From an optimization exercise on the open Yosys and OpenROAD flow, aimed at small area, a short achievable clock period and few clock cycles; shortcuts taken in it are not production practice. Where RTL was checked, it was by simulation tests only, not by an equivalence proof against the original.

==> inputs of run a <==
Design simplevm_core, start of the top module:
module simplevm_core (
    input  wire        clk,
    input  wire        rst,           
    output reg         mem_req,
    output reg         mem_we,
    output reg  [11:0] mem_addr,
    output wire [7:0]  mem_wdata,
    input  wire        mem_ready,
    input  wire [7:0]  mem_rdata,
    output reg         out_valid,
    output wire [7:0]  out_byte,
    output wire        halted,
    output wire        faulted,
    output wire [7:0]  exit_code,
    output wire [2:0]  fault_kind,
    output wire [15:0] fault_pc,
    output wire [15:0] fault_word,
    output wire [3:0]  flags
);
Settings: LEC_CHECK=0, CAP_MARGIN=20, CORE_MARGIN=2, CORE_UTILIZATION=40, SLEW_MARGIN=20; clock period 15.0 ns.
run.sh (not shown) runs the stock make flow with config.mk's settings and CLKGATE_MAP_FILE= SYNTH_SCRIPT=/design/flow/synth_recipe.tcl, a recipe that flattens the netlist after the stock synthesis.
==> run b (differences from run a) <==
--- a/flow/design.v
+++ b/flow/design.v
@@ -111,11 +111,22 @@
     wire [7:0] xr   = x[rsel];
     wire       is_add = (ek == A_ADD);
     wire [9:0] as     = cla9({1'b0, opa}, {1'b0, is_add ? opb : ~opb}, ~is_add);
     wire [7:0] asum   = as[7:0];
     wire       acarry = as[8];           
-    wire [15:0] prod  = opa * opb;
+    reg  [10:0] mlo;
+    reg         mhi;
+    integer m;
+    always @(*) begin
+        mlo = 11'd0;
+        mhi = 1'b0;
+        for (m = 0; m < 8; m = m + 1) begin
+            mlo = mlo + (({3'd0, opa & {8{opb[m]}}} << m) & 11'h0ff);
+            mhi = mhi | (|((opa & {8{opb[m]}}) >> (8 - m)));
+        end
+    end
+    wire        mov = mhi | (|mlo[10:8]);
     wire [2:0] la    = msb8(opa);
     wire [2:0] lb    = msb8(opb);
     wire       dz0   = (opa == 8'd0) | (la < lb);         
     wire       dn0   = (la == lb);                       
     wire [2:0] dn    = la - lb;
@@ -131,11 +142,11 @@
     reg       div_busy;
     always @(*) begin
         we = 1'b1; wa = edst; wd = asum; we15 = 1'b0; wd15 = opa; div_busy = 1'b0;
         case (ek)
             A_ADD, A_SUB: wd = asum;
-            A_MUL:  wd = prod[7:0];
+            A_MUL:  wd = mlo[7:0];
             A_DIV: begin
                 if (dz0) begin
                     wd = 8'd0; we15 = 1'b1; wd15 = opa;
                 end else if (dn0) begin
                     wd = {7'd0, acarry}; we15 = 1'b1; wd15 = acarry ? asum : opa;
@@ -164,19 +175,17 @@
             we = mem_ready & ~pptr[12] & (mem_rdata == 8'd0); wa = 4'd14; wd = 8'd0;
         end
     end
     wire [7:0] xr_fwd = (we15 && rsel == 4'd15) ? wd15 :
                         (we && wa == rsel)      ? wd : xr;
+    wire [7:0] wdm   = wd & {8{~rst}};
+    wire [7:0] wd15m = (we15 ? wd15 : wd) & {8{~rst}};
     integer i;
     always @(posedge clk) begin
-        if (rst) begin
-            for (i = 0; i < 16; i = i + 1) x[i] <= 8'd0;
-        end else begin
-            for (i = 0; i < 16; i = i + 1)
-                if (i == 15 && we15) x[i] <= wd15;
-                else if (we && wa == i) x[i] <= wd;
-        end
+        for (i = 0; i < 15; i = i + 1)
+            if (rst || (we && wa == i)) x[i] <= wdm;
+        if (rst || we15 || (we && wa == 4'd15)) x[15] <= wd15m;
     end
     wire is_ret  = (op_a == 4'h0) & (op_b == 4'h1);
     wire is_jlt  = (op_a == 4'h3);
     wire is_call = (op_a == 4'h5);
     wire is_jmp  = (op_a == 4'h8);
@@ -252,11 +261,11 @@
         end else begin
             ek <= A_NONE;
             case (ek)
                 A_ADD: if (acarry) f_ov <= 1'b1;
                 A_SUB: if (~acarry) f_ov <= 1'b1;
-                A_MUL: if (prod[15:8] != 8'd0) f_ov <= 1'b1;
+                A_MUL: if (mov) f_ov <= 1'b1;
                 A_CMP: if (~acarry) f_lt <= 1'b1;
                 A_DIV: begin
                     if (dz0) begin
                         if (opa != 8'd0) f_nzr <= 1'b1;
                     end else if (dn0) begin
==> flow/flow/run.sh (new file) <==
#!/bin/bash
# Standard layout; timing repair aims for extra setup slack so that the
# critical paths get sized for speed even though the clock is met.
bash standard.sh SETUP_SLACK_MARGIN=9.5 finish > standard.log 2>&1
==> flow/standard.sh (new file) <==
#!/bin/bash
# synth_recipe.tcl (not shown) runs the flow's synth.tcl, then flattens the netlist and writes it again
# the make line also repeats each setting of config.mk as NAME=value (left out here)
make -C /OpenROAD-flow-scripts/flow DESIGN_CONFIG=/design/flow/config.mk WORK_HOME=/design/flow/orfs CLKGATE_MAP_FILE= SYNTH_SCRIPT=/design/flow/synth_recipe.tcl "${@:-finish}"
Settings changed: ABC_AREA set to 1.
removed: flow/run.sh
==> run c (differences from run a) <==
--- a/flow/design.v
+++ b/flow/design.v
@@ -35,50 +35,18 @@
     localparam [3:0] A_NONE = 4'd0,
                      A_ADD  = 4'd1,
                      A_SUB  = 4'd2,
                      A_MUL  = 4'd3,
                      A_DIV  = 4'd4,    
-                     A_DIVS = 4'd5,    
+                     A_DIV2 = 4'd5,    
                      A_CMP  = 4'd6,
                      A_OR   = 4'd7,
                      A_AND  = 4'd8,
                      A_XOR  = 4'd9,
                      A_NOT  = 4'd10,
                      A_MOVI = 4'd11,
                      A_MOVR = 4'd12;
-    function [9:0] cla9;
-        input [8:0] a;
-        input [8:0] b;
-        input       cin;
-        reg   [8:0] g, p, gg, pp, gn, pn;
-        integer     s, j;
-        begin
-            g = a & b;
-            p = a ^ b;
-            gg = g;
-            gg[0] = g[0] | (p[0] & cin);
-            pp = p;
-            for (s = 1; s < 9; s = s * 2) begin
-                gn = gg;
-                pn = pp;
-                for (j = s; j < 9; j = j + 1) begin
-                    gn[j] = gg[j] | (pp[j] & gg[j-s]);
-                    pn[j] = pp[j] & pp[j-s];
-                end
-                gg = gn;
-                pp = pn;
-            end
-            cla9 = {gg[8], p ^ {gg[7:0], cin}};
-        end
-    endfunction
-    function [2:0] msb8;
-        input [7:0] v;
-        begin
-            msb8 = v[7] ? 3'd7 : v[6] ? 3'd6 : v[5] ? 3'd5 : v[4] ? 3'd4 :
-                   v[3] ? 3'd3 : v[2] ? 3'd2 : v[1] ? 3'd1 : 3'd0;
-        end
-    endfunction
     reg [3:0]  state;
     reg        fault_r;
     reg        ex;        
     reg [7:0]  x [0:15];
     reg [15:0] ma;        
@@ -90,12 +58,12 @@
     reg [11:0] sp;
     reg [12:0] crr;
     reg        f_ov, f_zd, f_nzr, f_lt;
     reg [12:0] pptr;
     reg [2:0]  fkind_r;
-    reg [7:0]  drem;      
-    reg [2:0]  dcnt;      
+    reg [5:0]  drem;
+    reg [5:0]  dqh;
     assign halted     = (state == S_END) & ~fault_r;
     assign faulted    = (state == S_END) & fault_r;
     assign exit_code  = opb;
     assign out_byte   = opb;
     assign mem_wdata  = opb;
@@ -107,51 +75,47 @@
     wire [3:0] op_b = ir[11:8];
     wire [3:0] op_c = ir[7:4];
     wire [3:0] op_d = ir[3:0];
     wire [3:0] rsel = (state == S_F1) ? mem_rdata[3:0] : op_c;
     wire [7:0] xr   = x[rsel];
-    wire       is_add = (ek == A_ADD);
-    wire [9:0] as     = cla9({1'b0, opa}, {1'b0, is_add ? opb : ~opb}, ~is_add);
-    wire [7:0] asum   = as[7:0];
-    wire       acarry = as[8];           
-    wire [15:0] prod  = opa * opb;
-    wire [2:0] la    = msb8(opa);
-    wire [2:0] lb    = msb8(opb);
-    wire       dz0   = (opa == 8'd0) | (la < lb);         
-    wire       dn0   = (la == lb);                       
-    wire [2:0] dn    = la - lb;
-    wire [15:0] dsh  = {8'd0, opa} << (3'd7 - dn);
-    wire [9:0] dst   = cla9({drem, opa[7]}, {1'b1, ~opb}, 1'b1);
-    wire       dq    = dst[9];
-    wire [7:0] dr    = dq ? dst[7:0] : {drem[6:0], opa[7]};
+    wire [8:0]  sum  = {1'b0, opa} + {1'b0, opb};
+    wire [8:0]  diff = {1'b0, opa} - {1'b0, opb};
+    wire [15:0] prod = opa * opb;
+    reg [8:0] da;
+    reg [5:0] daq;
+    reg [8:0] db;
+    reg [1:0] dbq;
+    reg [9:0] dt;
+    integer k;
+    always @(*) begin
+        da = 9'd0;
+        for (k = 7; k >= 2; k = k - 1) begin
+            da = {da[7:0], opa[k]};
+            dt = {1'b0, da} - {2'b0, opb};
+            daq[k-2] = ~dt[9];
+            if (~dt[9]) da = dt[8:0];
+        end
+        db = {3'd0, drem};
+        for (k = 1; k >= 0; k = k - 1) begin
+            db = {db[7:0], opa[k]};
+            dt = {1'b0, db} - {2'b0, opb};
+            dbq[k] = ~dt[9];
+            if (~dt[9]) db = dt[8:0];
+        end
+    end
     reg       we;
     reg [3:0] wa;
     reg [7:0] wd;
     reg       we15;
-    reg [7:0] wd15;
-    reg       div_busy;
+    wire [7:0] wd15 = db[7:0];
     always @(*) begin
-        we = 1'b1; wa = edst; wd = asum; we15 = 1'b0; wd15 = opa; div_busy = 1'b0;
+        we = 1'b1; wa = edst; wd = sum[7:0]; we15 = 1'b0;
         case (ek)
-            A_ADD, A_SUB: wd = asum;
+            A_ADD:  wd = sum[7:0];
+            A_SUB:  wd = diff[7:0];
             A_MUL:  wd = prod[7:0];
-            A_DIV: begin
-                if (dz0) begin
-                    wd = 8'd0; we15 = 1'b1; wd15 = opa;
-                end else if (dn0) begin
-                    wd = {7'd0, acarry}; we15 = 1'b1; wd15 = acarry ? asum : opa;
-                end else begin
-                    we = 1'b0; div_busy = 1'b1;
-                end
-            end
-            A_DIVS: begin
-                if (dcnt == 3'd0) begin
-                    wd = {opa[6:0], dq}; we15 = 1'b1; wd15 = dr;
-                end else begin
-                    we = 1'b0; div_busy = 1'b1;
-                end
-            end
+            A_DIV2: begin wd = {dqh, dbq}; we15 = 1'b1; end
             A_OR:   wd = opa | opb;
             A_AND:  wd = opa & opb;
             A_XOR:  wd = opa ^ opb;
             A_NOT:  wd = ~opa;
             A_MOVI: wd = ir[7:0];
@@ -215,19 +179,20 @@
                      (ha > 4'h9);
     wire h_halt  = (ha == 4'h0) & (hb == 4'h0);
     wire h_push  = (ha == 4'h6) & (hb == 4'h0);
     wire h_pop   = (ha == 4'h6) & (hb == 4'h1);
     wire h_print = (ha == 4'h4);
+    wire div_busy = (ek == A_DIV);
     always @(*) begin
         mem_req  = 1'b0;
         mem_we   = 1'b0;
         mem_addr = fa[11:0];
         case (state)
             S_HDR0:  begin mem_req = 1'b1; mem_addr = 12'd0; end
             S_HDR1:  begin mem_req = 1'b1; mem_addr = 12'd1; end
             S_F0:    begin mem_req = ~fa_bad; end
-            S_F1:    begin mem_req = 1'b1; mem_addr = ma[11:0]; end
+            S_F1:    begin mem_req = ~div_busy; mem_addr = ma[11:0]; end
             S_PUSH:  begin mem_req = 1'b1; mem_we = 1'b1; mem_addr = sp; end
             S_POP:   begin mem_req = 1'b1; mem_addr = pptr[11:0]; end
             S_PRINT: begin mem_req = ~pptr[12]; mem_addr = pptr[11:0]; end
             default: ;
         endcase
@@ -240,43 +205,39 @@
         out_valid <= 1'b0;
         if (rst) begin
             state   <= S_HDR0;
             fault_r <= 1'b0;
             ex      <= 1'b0;
+            ma      <= 16'd0;
+            ir      <= 16'd0;
+            opa     <= 8'd0;
+            opb     <= 8'd0;
             ek      <= A_NONE;
+            edst    <= 4'd0;
             sp      <= 12'd4095;
             crr     <= 13'd0;
             f_ov    <= 1'b0;
             f_zd    <= 1'b0;
             f_nzr   <= 1'b0;
             f_lt    <= 1'b0;
+            pptr    <= 13'd0;
+            fkind_r <= 3'd0;
+            drem    <= 6'd0;
+            dqh     <= 6'd0;
         end else begin
             ek <= A_NONE;
             case (ek)
-                A_ADD: if (acarry) f_ov <= 1'b1;
-                A_SUB: if (~acarry) f_ov <= 1'b1;
+                A_ADD: if (sum[8]) f_ov <= 1'b1;
+                A_SUB: if (diff[8]) f_ov <= 1'b1;
                 A_MUL: if (prod[15:8] != 8'd0) f_ov <= 1'b1;
-                A_CMP: if (~acarry) f_lt <= 1'b1;
+                A_CMP: if (diff[8]) f_lt <= 1'b1;
                 A_DIV: begin
-                    if (dz0) begin
-                        if (opa != 8'd0) f_nzr <= 1'b1;
-                    end else if (dn0) begin
-                        if ((acarry ? asum : opa) != 8'd0) f_nzr <= 1'b1;
-                    end else begin
-                        drem <= dsh[15:8];
-                        opa  <= dsh[7:0];
-                        dcnt <= dn;
-                        ek   <= A_DIVS;
-                    end
-                end
-                A_DIVS: begin
-                    drem <= dr;
-                    opa  <= {opa[6:0], dq};
-                    dcnt <= dcnt - 3'd1;
-                    if (dcnt != 3'd0) ek <= A_DIVS;
-                    else if (dr != 8'd0) f_nzr <= 1'b1;
+                    drem <= da[5:0];
+                    dqh  <= daq;
+                    ek   <= A_DIV2;
                 end
+                A_DIV2: if (db[7:0] != 8'd0) f_nzr <= 1'b1;
                 default: ;
             endcase
             case (state)
                 S_HDR0: if (done_access) begin
                     ma[15:8] <= mem_rdata;
@@ -305,11 +266,11 @@
                         state    <= S_F1;
                     end else begin
                         ma <= fa;
                     end
                 end
-                S_F1: if (done_access && !div_busy) begin
+                S_F1: if (done_access) begin
                     ir[7:0] <= mem_rdata;
                     opb     <= xr_fwd;
                     ma      <= {3'd0, ma_step};
                     if (h_invalid) begin
                         fkind_r <= F_INVALID_OPCODE;
==> run notes <==
- Run b finished with timing, DRC and antenna clean. Run a produced a clean layout. Run c finished with timing, DRC and antenna clean.
- Wire length, highest first: run c, run a, run b.
- Of run b and run c, run c has the higher die area (gap 15%, measured against run c).
- The highest worst setup slack belongs to run b, the lowest to run c.
- Register-to-register slack, lowest first: run c, run b, run a.
- Of run b and run a, run b has the higher cell count (gap about 2.4%, measured against run a).
==> figures <==
Area occupied by multi-input gates: run c 14300 um2; run a 12200 um2; run b 9370 um2
Number of filler instances in the final layout: run c 5001; run a 4588; run b 4185
Status: run c no timing/DRC/antenna violations; run a no timing/DRC/antenna violations; run b no timing/DRC/antenna violations
Starting DRT DRC Count: run c 1985; run a 1857; run b 1921
Top_reg_cell synth: run c dfxtp_1; run a dfxtp_1; run b edfxtp_1
Hold path startpoint: run c fault_r; run a x[11][6]; run b fault_r
Synthesized instance count: run c 2609; run a 2274; run b 2185
Testbench counts of run b, summed over its fixed seeds: cycles 108,018.
Testbench counts of run c, summed over its fixed seeds: cycles 107,336.
Only the layout flow was run in run a; the RTL was not checked for function there.

-- port drivers added, routing unchanged --
How much do the figures lean on ideal ports? The routed layouts below were timed once more, with nothing changed but the port constraints. Step 1 sets driving cells, clkbuf_16 on the clock port and buf_2 on the other inputs (assumed; they add their load-dependent delay and slew). Step 2 times the ports against the registers' clock, not the clock port: input delays grow and output delays shrink by t, the midpoint of the rising clock arrivals with the driver on. Slacks: ideal / step 1 / step 2; pairs: ideal / step 1.
run | t, ns | setup slack, ns | latest minus earliest clock arrival (ns)
run a | 0.643 | 7.944 / 7.889 / 8.532 | 0.012 / 0.011
run b | 0.643 | 9.152 / 9.131 / 8.879 | 0.027 / 0.027
run c | 0.632 | 2.315 / 2.315 / 2.315 | 0.011 / 0.010
After both steps setup and hold are still met in every run listed. The setup slack of run b, which loses most, moves by -0.021 ns with the drivers and by -0.273 ns with both steps.
